Background: an optimization exercise with open tools, aiming at small area, a short achievable clock period and few clock cycles per item. Do not read the settings as production practice. Power and IR drop assume default switching activity.

==> run Y: inputs <==
==> flow/design.v (excerpt) <==
module s16_decoder (
    input  wire        clk,
    input  wire        rst,         
    input  wire        in_valid,
    output wire        in_ready,
    input  wire [31:0] in_word,
    input  wire        in_first,    
    input  wire [15:0] in_len,      
    output reg         out_valid,
    input  wire        out_ready,
    output reg  [27:0] out_value,
    output reg         out_last
);
==> module s16_decoder, before the edit <==
module s16_decoder (
    input  wire        clk,
    input  wire        rst,         
    input  wire        in_valid,
    output wire        in_ready,
    input  wire [31:0] in_word,
    input  wire        in_first,    
    input  wire [15:0] in_len,      
    output reg         out_valid,
    input  wire        out_ready,
    output reg  [27:0] out_value,
    output reg         out_last
);
    function automatic [4:0] width_from_end(input [3:0] s, input [4:0] l);
        begin
            case (s)
                0:  width_from_end = 1;
                1:  width_from_end = (l < 14) ? 1 : 2;
                2:  width_from_end = (l < 7) ? 1 : (l < 14) ? 2 : 1;
                3:  width_from_end = (l < 7) ? 2 : 1;
                4:  width_from_end = 2;
                5:  width_from_end = (l < 8) ? 3 : 4;
                6:  width_from_end = (l < 3) ? 3 : (l < 7) ? 4 : 3;
                7:  width_from_end = 4;
                8:  width_from_end = (l < 2) ? 4 : 5;
                9:  width_from_end = (l < 4) ? 5 : 4;
                10: width_from_end = (l < 2) ? 5 : 6;
                11: width_from_end = (l < 3) ? 6 : 5;
                12: width_from_end = 7;
                13: width_from_end = (l < 2) ? 9 : 10;
                14: width_from_end = 14;
                default: width_from_end = 28;
            endcase
        end
    endfunction
    function automatic [4:0] first_width(input [3:0] s);
        begin
            case (s)
                0, 2, 3: first_width = 1;
                1, 4:    first_width = 2;
                6:       first_width = 3;
                5, 7, 9: first_width = 4;
                8, 11:   first_width = 5;
                10:      first_width = 6;
                12:      first_width = 7;
                13:      first_width = 10;
                14:      first_width = 14;
                default: first_width = 28;
            endcase
        end
    endfunction
    function automatic [4:0] slots_less_one(input [3:0] s);
        begin
            case (s)
                0:  slots_less_one = 27;
                1, 2, 3: slots_less_one = 20;
                4:  slots_less_one = 13;
                5:  slots_less_one = 8;
                6:  slots_less_one = 7;
                7:  slots_less_one = 6;
                8, 9: slots_less_one = 5;
                10, 11: slots_less_one = 4;
                12: slots_less_one = 3;
                13: slots_less_one = 2;
                14: slots_less_one = 1;
                default: slots_less_one = 0;
            endcase
        end
    endfunction
    function automatic [4:0] slots_less_two(input [3:0] s);
        begin
            case (s)
                0:  slots_less_two = 26;
                1, 2, 3: slots_less_two = 19;
                4:  slots_less_two = 12;
                5:  slots_less_two = 7;
                6:  slots_less_two = 6;
                7:  slots_less_two = 5;
                8, 9: slots_less_two = 4;
                10, 11: slots_less_two = 3;
                12: slots_less_two = 2;
                13: slots_less_two = 1;
                default: slots_less_two = 0;
            endcase
        end
    endfunction
    reg        busy;      
    reg [27:0] data;      
    reg [3:0]  wp;        
    reg [3:0]  sel;       
    reg [4:0]  left;      
    reg [15:0] rc;        
    reg        fresh;
    wire [3:0] in_sel = in_word[31:28];
    wire [4:0] wb = width_from_end(sel, left);    
    wire [4:0] wa = first_width(in_sel);
    wire out_free = !out_valid || out_ready;
    assign in_ready = !busy;
    wire accept = in_valid && !busy;
    wire go     = out_free && (busy || in_valid);
    wire load   = accept && in_first;
    wire [27:0] sh1 = wp[0] ? {data[27],    data[27:1]} : data;
    wire [27:0] sh2 = wp[1] ? {sh1[27:26],  sh1[27:2]}  : sh1;
    wire [27:0] sh4 = wp[2] ? {sh2[27:24],  sh2[27:4]}  : sh2;
    wire [27:0] t   = wp[3] ? {sh4[27:18],  sh4[25:8]}  : sh4;
    wire [27:0] src = busy ? t : in_word[27:0];
    wire [3:0]  s   = in_sel;
    wire [27:0] ma;
    assign ma[0]     = 1'b1;
    assign ma[1]     = s[3] | s[2] | (!s[1] & s[0]);
    assign ma[2]     = s[3] | (s[2] & (s[1] | s[0]));
    assign ma[3]     = s[3] | (s[2] & s[0]);
    assign ma[4]     = s[3] & (s[2] | s[1] | !s[0]);
    assign ma[5]     = s[3] & (s[2] | (s[1] & !s[0]));
    assign ma[6]     = s[3] & s[2];
    assign ma[9:7]   = {3{s[3] & s[2] & (s[1] | s[0])}};
    assign ma[13:10] = {4{s[3] & s[2] & s[1]}};
    assign ma[27:14] = {14{&s}};
    wire wb_ge3 = wb[4] | wb[3] | wb[2];
    wire wb_ge9 = wb[4] | wb[3];
    wire [27:0] mb;
    assign mb[0]     = 1'b1;
    assign mb[1]     = wb_ge3 | wb[1];
    assign mb[2]     = wb_ge3 | (wb[1] & wb[0]);
    assign mb[3]     = wb_ge3;
    assign mb[4]     = wb_ge9 | (wb[2] & (wb[1] | wb[0]));
    assign mb[5]     = wb_ge9 | (wb[2] & wb[1]);
    assign mb[6]     = wb_ge9 | (wb[2] & wb[1] & wb[0]);
    assign mb[8:7]   = {2{wb_ge9}};
    assign mb[9]     = wb[4] | (wb[3] & wb[1]);
    assign mb[13:10] = {4{wb[4] | (wb[3] & wb[2])}};
    assign mb[27:14] = {14{wb[4]}};
    wire [27:0] v   = ({28{busy}} & mb & t) | ({28{!busy}} & ma & in_word[27:0]);
    wire rc_one   = fresh ? (rc == 16'd1) : (rc == 16'd2);
    wire list_end = load ? (in_len == 16'd1) : rc_one;
    wire word_end = list_end || (busy ? (left == 5'd0) : (in_sel == 4'd15));
    always @(posedge clk) begin
        if (rst) begin
            busy      <= 1'b0;
            out_valid <= 1'b0;
        end else begin
            if (out_ready)
                out_valid <= 1'b0;
            if (go) begin
                out_valid <= 1'b1;
                busy      <= !word_end;
            end else if (accept) begin
                busy      <= 1'b1;
            end
        end
        if (out_free) begin
            out_value <= v;
            out_last  <= list_end;
        end
        if (!busy || out_free)
            data <= src;
        if (!busy) begin
            sel  <= in_sel;
            wp   <= out_free ? wa[3:0] : 4'd0;
            left <= out_free ? slots_less_two(in_sel) : slots_less_one(in_sel);
        end else if (out_free) begin
            wp   <= wb[3:0];
            left <= left - 5'd1;
        end
        if (load)
            rc <= in_len;
        else if (go && !fresh)
            rc <= rc - 16'd1;
        if (go)
            fresh <= 1'b0;
        else if (load)
            fresh <= 1'b1;
    end
endmodule
==> flow/config.mk <==
export PLATFORM = sky130hd
export DESIGN_NAME = s16_decoder
export DESIGN_NICKNAME = s16_decoder
export VERILOG_FILES = /design/flow/design.v
export SDC_FILE = /design/flow/constraint.sdc
export NUM_CORES = 4
export LEC_CHECK = 0
export CAP_MARGIN = 20
export CORE_MARGIN = 2
export CORE_UTILIZATION = 65
export SLEW_MARGIN = 20
==> flow/constraint.sdc <==
create_clock -name core_clock -period 8.0 [get_ports {clk}]
set_input_delay 1.6000 -clock core_clock [delete_from_list [all_inputs] [get_ports {clk}]]
set_output_delay 1.6000 -clock core_clock [all_outputs]
set_load 0.01 [all_outputs]
standard.sh (not shown) runs the stock make flow with config.mk's settings and CLKGATE_MAP_FILE= SYNTH_SCRIPT=/design/flow/synth_recipe.tcl, a recipe that flattens the netlist after the stock synthesis.
==> flow/flow/run.sh <==
#!/bin/bash
set -euo pipefail
bash standard.sh \
  "BUFFER_PORTS_ARGS=-buffer_cell sky130_fd_sc_hd__buf_1" \
  "SETUP_SLACK_MARGIN=5.45" \
  "CTS_ARGS=-sink_clustering_enable -repair_clock_nets -buf_list sky130_fd_sc_hd__clkbuf_8 -sink_clustering_size 30 -dont_use_dummy_load" \
  finish > standard.log 2>&1
==> run K (differences from run Y) <==
--- a/flow/design.v
+++ b/flow/design.v
@@ -150,3 +150,3 @@
         end
-        if (out_free) begin
+        if (go) begin
             out_value <= v;
@@ -154,3 +154,3 @@
         end
-        if (!busy || out_free)
+        if (!busy || go)
             data <= src;
@@ -158,5 +158,5 @@
             sel  <= in_sel;
-            wp   <= out_free ? wa[3:0] : 4'd0;
-            left <= out_free ? slots_less_two(in_sel) : slots_less_one(in_sel);
-        end else if (out_free) begin
+            wp   <= go ? wa[3:0] : 4'd0;
+            left <= go ? slots_less_two(in_sel) : slots_less_one(in_sel);
+        end else if (go) begin
             wp   <= wb[3:0];
==> flow/flow/run.sh (replaced) <==
#!/bin/bash
set -euo pipefail
bash standard.sh \
  "BUFFER_PORTS_ARGS=-buffer_cell sky130_fd_sc_hd__buf_1" \
  "SETUP_SLACK_MARGIN=5.35" \
  "CTS_ARGS=-sink_clustering_enable -repair_clock_nets -buf_list sky130_fd_sc_hd__clkbuf_8 -sink_clustering_size 30 -dont_use_dummy_load" \
  finish > standard.log 2>&1
==> summary of the runs <==
Against run K, the die area of run Y is larger by about 0.22%. Between run Y and run K, the lower via count is in run K (gap about 0.4%, measured against run K). Of run Y and run K, run K has the higher sequential share of layout area (gap 0.87 points). Between run Y and run K, the lower cell count is in run K (gap 2.0%, measured against run K). Clock power: run Y is lower than run K (about 2%). Against run Y, the area after synthesis of run K is smaller by about 0.23%.
No functional check of the RTL was part of any run of this note.

afterwards: timing with drivers on the ports:
Ports are ideal in the flow. The routed layouts listed here were re-timed in OpenROAD. Step 1 assumes that a clkbuf_16 drives the clock port and a buf_2 every other input. Step 2 moves the port delays by t, midway between the first and last clock arrival at a register: inputs arrive t later, outputs are due t later. That takes back most of the time a late clock gives input paths. a / b / c = no drivers / after step 1 / after step 2; a / b = the first two.
run	t (ns)	setup slack, ns	latest minus earliest clock arrival (ns)
run Y	0.393	5.381 / 5.345 / 5.073	0.023 / 0.023
run K	0.395	5.390 / 5.355 / 5.008	0.034 / 0.035
After both steps every run listed still meets setup and hold. The setup slack of run K, which loses most, moves by -0.035 ns with the drivers and by -0.382 ns with both steps.
